This design comes from an exercise in tuning for small area on the open sky130 flow, not from production work. Only simulation tests tie the RTL to the original design; equivalence was not proved. Power and IR drop assume default switching activity.

==> inputs of trial 22 <==
Design jbc_cc, start of the top module:
module jbc_cc (
    input  wire        clk,
    input  wire        rst,
    input  wire        ev_valid,
    input  wire [31:0] ev_word,
    output wire        ev_ready,
    output reg         ev_done,
    output wire        heater,
    output reg         adc_start,
    output reg         enc_wr,
    output wire [15:0] enc_wr_val,
    output wire [15:0] rd_data
);
export LEC_CHECK = 0
export ABC_AREA = 1
export CAP_MARGIN = 20
export CORE_MARGIN = 2
export CORE_UTILIZATION = 50
export CTS_BUF_LIST = sky130_fd_sc_hd__clkbuf_8
export CTS_CLUSTER_DIAMETER = 60
export CTS_CLUSTER_SIZE = 14
export GPL_TIMING_DRIVEN = 0
export SLEW_MARGIN = 20
create_clock -name core_clock -period 48.0 [get_ports {clk}]
standard.sh (not shown) runs the stock make flow with config.mk's settings and CLKGATE_MAP_FILE= SYNTH_SCRIPT=/design/flow/synth_recipe.tcl, a recipe that flattens the netlist after the stock synthesis.
==> flow/flow/run.sh <==
#!/bin/bash
# Own layout flow: the standard ORFS flow (standard.sh) with these changes:
#  - synthesis uses flow/my_synth.tcl, which is synth_recipe.tcl with the ABC
#    mapping script replaced by flow/area.abc (area-oriented mapping, no ABC
#    buffering or upsizing); registers and their names are unchanged;
#  - flow/extra.mk is appended to the standard flow's config.mk: port buffers are
#    sky130_fd_sc_hd__buf_1 (every port still gets one), and the CTS and
#    buffer-removal options listed there.
# All tool output goes to flow.log in this folder (ORFS also keeps per-step
# logs under orfs/logs).
set -euo pipefail
here=$(pwd)
cp config.mk own_config.mk
cat flow/extra.mk >> own_config.mk
sed -e "s#SYNTH_SCRIPT=[^ ]*#SYNTH_SCRIPT=$here/flow/my_synth.tcl#" \
    -e "s#DESIGN_CONFIG=[^ ]*#DESIGN_CONFIG=$here/own_config.mk#" standard.sh > own_standard.sh
export MY_ABC_SCRIPT=$here/flow/area.abc
bash own_standard.sh finish > flow.log 2>&1
test -f out/final.def
==> flow/flow/area.abc <==
strash
ifraig
scorr
dc2
strash
dch -f
amap
strash
dch -f
amap
topo
dnsize -c
==> flow/flow/extra.mk <==
export BUFFER_PORTS_ARGS = -buffer_cell sky130_fd_sc_hd__buf_1
export REMOVE_ABC_BUFFERS = 1
export CTS_ARGS = -sink_clustering_enable -repair_clock_nets -dont_use_dummy_load -buf_list sky130_fd_sc_hd__clkbuf_8 -sink_clustering_size 14 -sink_clustering_max_diameter 60
==> flow/flow/my_synth.tcl <==
proc synth {args} { yosys synth -nofsm -noshare {*}$args }
proc abc {args} {
  set i [lsearch -exact $args -script]
  if { $i >= 0 && [info exists ::env(MY_ABC_SCRIPT)] } {
    set args [lreplace $args [expr {$i+1}] [expr {$i+1}] $::env(MY_ABC_SCRIPT)]
  }
  yosys abc {*}$args
}
source $::env(SCRIPTS_DIR)/synth.tcl
# left out here: clear keep_hierarchy, flatten, clean up, hide names made inside functions, write 1_2_yosys.v
==> trial 8 (differences from trial 22) <==
--- a/flow/design.v
+++ b/flow/design.v
@@ -48,11 +48,11 @@
     reg  [2:0]  hold_periods;
     reg  [6:0]  dq;              
     reg  [3:0]  ddc;             
     reg  [15:0] msring [0:1];
     reg         msph;            
-    reg  [8:0]  blink_ms;        
+    reg  [8:0]  blink_ms;
     reg  [15:0] kring [0:2];
     reg  [1:0]  kph;             
     reg  [5:0]  cnt;
     reg  [1:0]  kind;
     reg         enc_hi;
@@ -88,12 +88,11 @@
                           ev_word[16] ? M_HOLDER  : M_ACTIVE;
     wire        bsp_gt150 = gt16({7'd0, backup_sp}, 16'd150);
     wire        sp_sel    = idle ? ((ridx == 4'd8) & sp_cap) | ((ridx == 4'd10) & dsp_cap) : sp_cap;
     wire [8:0]  sp_val    = (sp_sel & bsp_gt150) ? 9'd150 : backup_sp;
     assign heater     = out_en & ~slot0 & ~gt16({12'd0, slot}, {12'd0, dc});
-    wire ez = adc_start, eh = enc_hi;
-    assign enc_wr_val = {ez, ez, ez, eh, ez, ez, ez, eh, eh, ez, ez, eh, ez, eh, ez, ez};
+    assign enc_wr_val = enc_hi ? 16'd4500 : 16'd0;
     assign rd_data    = H[15:0];
     wire [15:0] status = {3'd0, (hold_periods != 3'd0), mode_state, warmup,
                           blink_phase, 1'b0, runaway, iron_holder, iron_disc,
                           tip_removed, out_en, heater};
     wire [6:0] rq   = (idle & ridx[3]) ? dq : q;
@@ -111,10 +110,12 @@
         case (ridx)
             4'd3:  rsel = {9'd0, slot};
             4'd4:  rsel = status[12:0];
             4'd5:  rsel = {5'd0, rx10};
             4'd6:  rsel = {5'd0, rx10};
+            4'd7:  rsel = {3'd0, r5q};
+            4'd11: rsel = {3'd0, r5q};
             4'd12: rsel = {5'd0, rx10};
             4'd13: rsel = {10'd0, hold_periods};
             default: rsel = 13'd0;
         endcase
     end
@@ -170,11 +171,11 @@
     wire k_d10  = b_rfr & M[0];
     wire k_flt  = z_mac & M[0];
     wire k_q9   = b_zcm & s_13;
     wire k_sp   = (b_zcm & s_21) |
                   (rd_any & (ridx[3:2] == 2'b10) & (ridx[1:0] != 2'b11));
-    wire k_q5   = (b_zcm & s_22) | (rd_any & (ridx[1:0] == 2'b11) & (ridx[3] ^ ridx[2]));    
+    wire k_q5   = b_zcm & s_22;
     wire k_e    = b_zcm & (s_23 | s_25);
     wire k_i    = b_zcm & s_24;
     wire [19:0] div_k = ({20{s_14}}          & 20'd78336)
                       | ({20{cnt == 6'd15}}  & 20'd40960)
                       | ({20{cnt == 6'd16}}  & 20'd20480)
@@ -235,12 +236,12 @@
     wire        r_change = (r_raw != backup_sp);
     wire [5:0] cnt_inc;
     rca #(.W(6)) u_cnt (.a(cnt), .b(6'd0), .ci(1'b1), .s(cnt_inc), .co());
     wire [3:0] slot_inc;
     rca #(.W(4)) u_slot (.a(slot), .b(4'd0), .ci(1'b1), .s(slot_inc), .co());
-    localparam [8:0] B_FIRST = 9'h1ff, B_LAST = 9'h1de;
-    wire [8:0] blink_inc = {blink_ms[7:0], blink_ms[8] ^ blink_ms[4]};
+    wire [8:0] blink_inc;
+    rca #(.W(9)) u_blk (.a(blink_ms), .b(9'd0), .ci(1'b1), .s(blink_inc), .co());
     wire last = a_rd | a_wr | (b_tick & (cnt == 6'd3)) | (b_rfr & (cnt == 6'd14)) | (b_zcm & s_62);
     wire stall = (b_acc & ~a_rd & ~a_wr) | (b_tick & (cnt == 6'd1) & msph);
     always @(posedge clk) begin
         H <= d_shift ? sum[20:1] : sum[19:0];
         if (idle)
@@ -259,30 +260,28 @@
         end
     end
     wire k_wr  = a_wr & ~a_isms;
     wire ms_wr = (a_wr & a_isms) | (b_tick & ((cnt == 6'd2) | (cnt == 6'd3)));
     wire ring_rst = rst | (accept & is_rst);
-    reg  rpend;
     always @(posedge clk) begin
         if (ring_rst) begin
-            kring[0]  <= 16'd170;
-            kph       <= 2'd0;
+            kring[0] <= 16'd170;
+            kring[1] <= 16'd15;
+            kring[2] <= 16'd50;
+            kph      <= 2'd0;
             msring[0] <= 16'd0;
-            msph      <= 1'b0;
-            rpend     <= 1'b1;
+            msring[1] <= 16'd0;
+            msph     <= 1'b0;
         end else begin
-            kring[0]  <= k_wr ? H[15:0] :
-                         rpend ? (kph[0] ? 16'd50 : 16'd15) : kring[1];
-            kph       <= (kph == 2'd2) ? 2'd0 : kph + 2'd1;
-            msring[0] <= ms_wr ? H[15:0] : rpend ? 16'd0 : msring[1];
-            msph      <= ~msph;
-            if (kph[0])
-                rpend <= 1'b0;
+            kring[0] <= k_wr ? H[15:0] : kring[1];
+            kring[1] <= kring[2];
+            kring[2] <= kring[0];
+            kph      <= (kph == 2'd2) ? 2'd0 : kph + 2'd1;
+            msring[0] <= ms_wr ? H[15:0] : msring[1];
+            msring[1] <= msring[0];
+            msph     <= ~msph;
         end
-        kring[1]  <= kring[2];
-        kring[2]  <= kring[0];
-        msring[1] <= msring[0];
     end
     always @(posedge clk) begin
         if (rst || (accept && is_rst)) begin
             ev_done      <= accept & ~rst;
             cnt          <= 6'd0;
@@ -304,11 +303,11 @@
             sp_cap       <= 1'b0;
             dsp_cap      <= 1'b0;
             hold_periods <= 3'd0;
             dq           <= 7'd0;
             ddc          <= 4'd0;
-            blink_ms     <= B_FIRST;
+            blink_ms     <= 9'd0;
         end else if (idle) begin
             ev_done <= accept & ~z_eval & ~is_rfr & ~is_tick & ~a_multi;
             if (accept) begin
                 if (is_zcm && slot0) begin
                     iron_disc   <= ev_word[13];
@@ -325,12 +324,12 @@
                 end
                 if (is_zcd)
                     slot <= (slot == 4'd10) ? 4'd0 : slot_inc;
                 if (is_tick) begin
                     cnt <= 6'd1;
-                    if (blink_ms == B_LAST) begin
-                        blink_ms    <= B_FIRST;
+                    if (blink_ms == 9'd499) begin
+                        blink_ms    <= 9'd0;
                         blink_phase <= ~blink_phase;
                         if (hold_periods != 3'd0)
                             hold_periods <= hold_periods - 3'd1;
                     end else begin
                         blink_ms <= blink_inc;
==> flow/run.sh (new file) <==
#!/bin/bash
# synth_recipe.tcl (not shown) runs the flow's synth.tcl, then flattens the netlist and writes it again
# the make line also repeats each setting of config.mk as NAME=value (left out here)
make -C /OpenROAD-flow-scripts/flow DESIGN_CONFIG=/design/flow/config.mk WORK_HOME=/design/flow/orfs CLKGATE_MAP_FILE= SYNTH_SCRIPT=/design/flow/synth_recipe.tcl finish
==> flow/config.mk (replaced) <==
export PLATFORM = sky130hd
export DESIGN_NAME = jbc_cc
export DESIGN_NICKNAME = jbc_cc
export VERILOG_FILES = /design/flow/design.v
export SDC_FILE = /design/flow/constraint.sdc
export NUM_CORES = 4
export LEC_CHECK = 0
export ABC_AREA = 1
export CAP_MARGIN = 20
export CORE_MARGIN = 2
export CORE_UTILIZATION = 40
export SLEW_MARGIN = 20
removed: flow/flow/run.sh
removed: flow/flow/area.abc
removed: flow/flow/extra.mk
removed: flow/flow/my_synth.tcl
removed: flow/standard.sh
==> build 58 (differences from trial 22) <==
--- a/flow/design.v
+++ b/flow/design.v
@@ -48,11 +48,11 @@
     reg  [2:0]  hold_periods;
     reg  [6:0]  dq;              
     reg  [3:0]  ddc;             
     reg  [15:0] msring [0:1];
     reg         msph;            
-    reg  [8:0]  blink_ms;        
+    reg  [8:0]  blink_ms;
     reg  [15:0] kring [0:2];
     reg  [1:0]  kph;             
     reg  [5:0]  cnt;
     reg  [1:0]  kind;
     reg         enc_hi;
@@ -88,12 +88,11 @@
                           ev_word[16] ? M_HOLDER  : M_ACTIVE;
     wire        bsp_gt150 = gt16({7'd0, backup_sp}, 16'd150);
     wire        sp_sel    = idle ? ((ridx == 4'd8) & sp_cap) | ((ridx == 4'd10) & dsp_cap) : sp_cap;
     wire [8:0]  sp_val    = (sp_sel & bsp_gt150) ? 9'd150 : backup_sp;
     assign heater     = out_en & ~slot0 & ~gt16({12'd0, slot}, {12'd0, dc});
-    wire ez = adc_start, eh = enc_hi;
-    assign enc_wr_val = {ez, ez, ez, eh, ez, ez, ez, eh, eh, ez, ez, eh, ez, eh, ez, ez};
+    assign enc_wr_val = enc_hi ? 16'd4500 : 16'd0;
     assign rd_data    = H[15:0];
     wire [15:0] status = {3'd0, (hold_periods != 3'd0), mode_state, warmup,
                           blink_phase, 1'b0, runaway, iron_holder, iron_disc,
                           tip_removed, out_en, heater};
     wire [6:0] rq   = (idle & ridx[3]) ? dq : q;
@@ -235,12 +234,12 @@
     wire        r_change = (r_raw != backup_sp);
     wire [5:0] cnt_inc;
     rca #(.W(6)) u_cnt (.a(cnt), .b(6'd0), .ci(1'b1), .s(cnt_inc), .co());
     wire [3:0] slot_inc;
     rca #(.W(4)) u_slot (.a(slot), .b(4'd0), .ci(1'b1), .s(slot_inc), .co());
-    localparam [8:0] B_FIRST = 9'h1ff, B_LAST = 9'h1de;
-    wire [8:0] blink_inc = {blink_ms[7:0], blink_ms[8] ^ blink_ms[4]};
+    wire [8:0] blink_inc;
+    rca #(.W(9)) u_blk (.a(blink_ms), .b(9'd0), .ci(1'b1), .s(blink_inc), .co());
     wire last = a_rd | a_wr | (b_tick & (cnt == 6'd3)) | (b_rfr & (cnt == 6'd14)) | (b_zcm & s_62);
     wire stall = (b_acc & ~a_rd & ~a_wr) | (b_tick & (cnt == 6'd1) & msph);
     always @(posedge clk) begin
         H <= d_shift ? sum[20:1] : sum[19:0];
         if (idle)
@@ -304,11 +303,11 @@
             sp_cap       <= 1'b0;
             dsp_cap      <= 1'b0;
             hold_periods <= 3'd0;
             dq           <= 7'd0;
             ddc          <= 4'd0;
-            blink_ms     <= B_FIRST;
+            blink_ms     <= 9'd0;
         end else if (idle) begin
             ev_done <= accept & ~z_eval & ~is_rfr & ~is_tick & ~a_multi;
             if (accept) begin
                 if (is_zcm && slot0) begin
                     iron_disc   <= ev_word[13];
@@ -325,12 +324,12 @@
                 end
                 if (is_zcd)
                     slot <= (slot == 4'd10) ? 4'd0 : slot_inc;
                 if (is_tick) begin
                     cnt <= 6'd1;
-                    if (blink_ms == B_LAST) begin
-                        blink_ms    <= B_FIRST;
+                    if (blink_ms == 9'd499) begin
+                        blink_ms    <= 9'd0;
                         blink_phase <= ~blink_phase;
                         if (hold_periods != 3'd0)
                             hold_periods <= hold_periods - 3'd1;
                     end else begin
                         blink_ms <= blink_inc;
==> flow/run.sh (new file) <==
#!/bin/bash
# synth_recipe.tcl (not shown) runs the flow's synth.tcl, then flattens the netlist and writes it again
# the make line also repeats each setting of config.mk as NAME=value (left out here)
make -C /OpenROAD-flow-scripts/flow DESIGN_CONFIG=/design/flow/config.mk WORK_HOME=/design/flow/orfs CLKGATE_MAP_FILE= SYNTH_SCRIPT=/design/flow/synth_recipe.tcl finish
--- a/flow/config.mk
+++ b/flow/config.mk
@@ -10,7 +10,6 @@
 export CORE_MARGIN = 2
 export CORE_UTILIZATION = 50
 export CTS_BUF_LIST = sky130_fd_sc_hd__clkbuf_8
 export CTS_CLUSTER_DIAMETER = 60
 export CTS_CLUSTER_SIZE = 14
-export GPL_TIMING_DRIVEN = 0
 export SLEW_MARGIN = 20
removed: flow/flow/run.sh
removed: flow/flow/area.abc
removed: flow/flow/extra.mk
removed: flow/flow/my_synth.tcl
removed: flow/standard.sh
==> notes <==
Build 58 passed the timing, design-rule and antenna checks. Trial 22 finished clean. Trial 8 ran to the end with no violations.
Register-to-register slack: trial 22 < trial 8 < build 58.
Sequential power: trial 22 is larger than build 58 (about 40%).
Combinational power: trial 22 > trial 8 > build 58.
Against trial 22, the clock power of build 58 is larger by 33%.
Global-route usage: trial 8 < trial 22 < build 58.
Between trial 8 and build 58, the lower utilization is in trial 8 (gap 9.7 points).

==> afterwards: timing with drivers on the ports <==
The results above use ideal ports. As a check the final layouts listed here were re-extracted and re-timed, cells and wires unchanged.
Step 1, drivers: a clkbuf_16 drives clk and a buf_2 each remaining input, both assumed.
Step 2, shift: input delay + t, output delay - t, t = (earliest + latest rising clock arrival at the registers) / 2. This alone moves slack from input paths to output paths.
a / b / c = no drivers / after step 1 / after step 2; a / b = the first two.
run	t, ns	setup slack, ns	worst hold slack (ns)
trial 22	0.590	28.103 / 28.128 / 27.538	0.330 / 0.330 / 0.330
trial 8	0.571	28.058 / 28.080 / 27.509	0.404 / 0.404 / 0.404
build 58	0.609	28.538 / 28.557 / 27.948	0.332 / 0.332 / 0.332
After both steps every run listed still meets setup and hold. The setup slack of build 58, which loses most, moves by +0.019 ns with the drivers and by -0.590 ns with both steps.
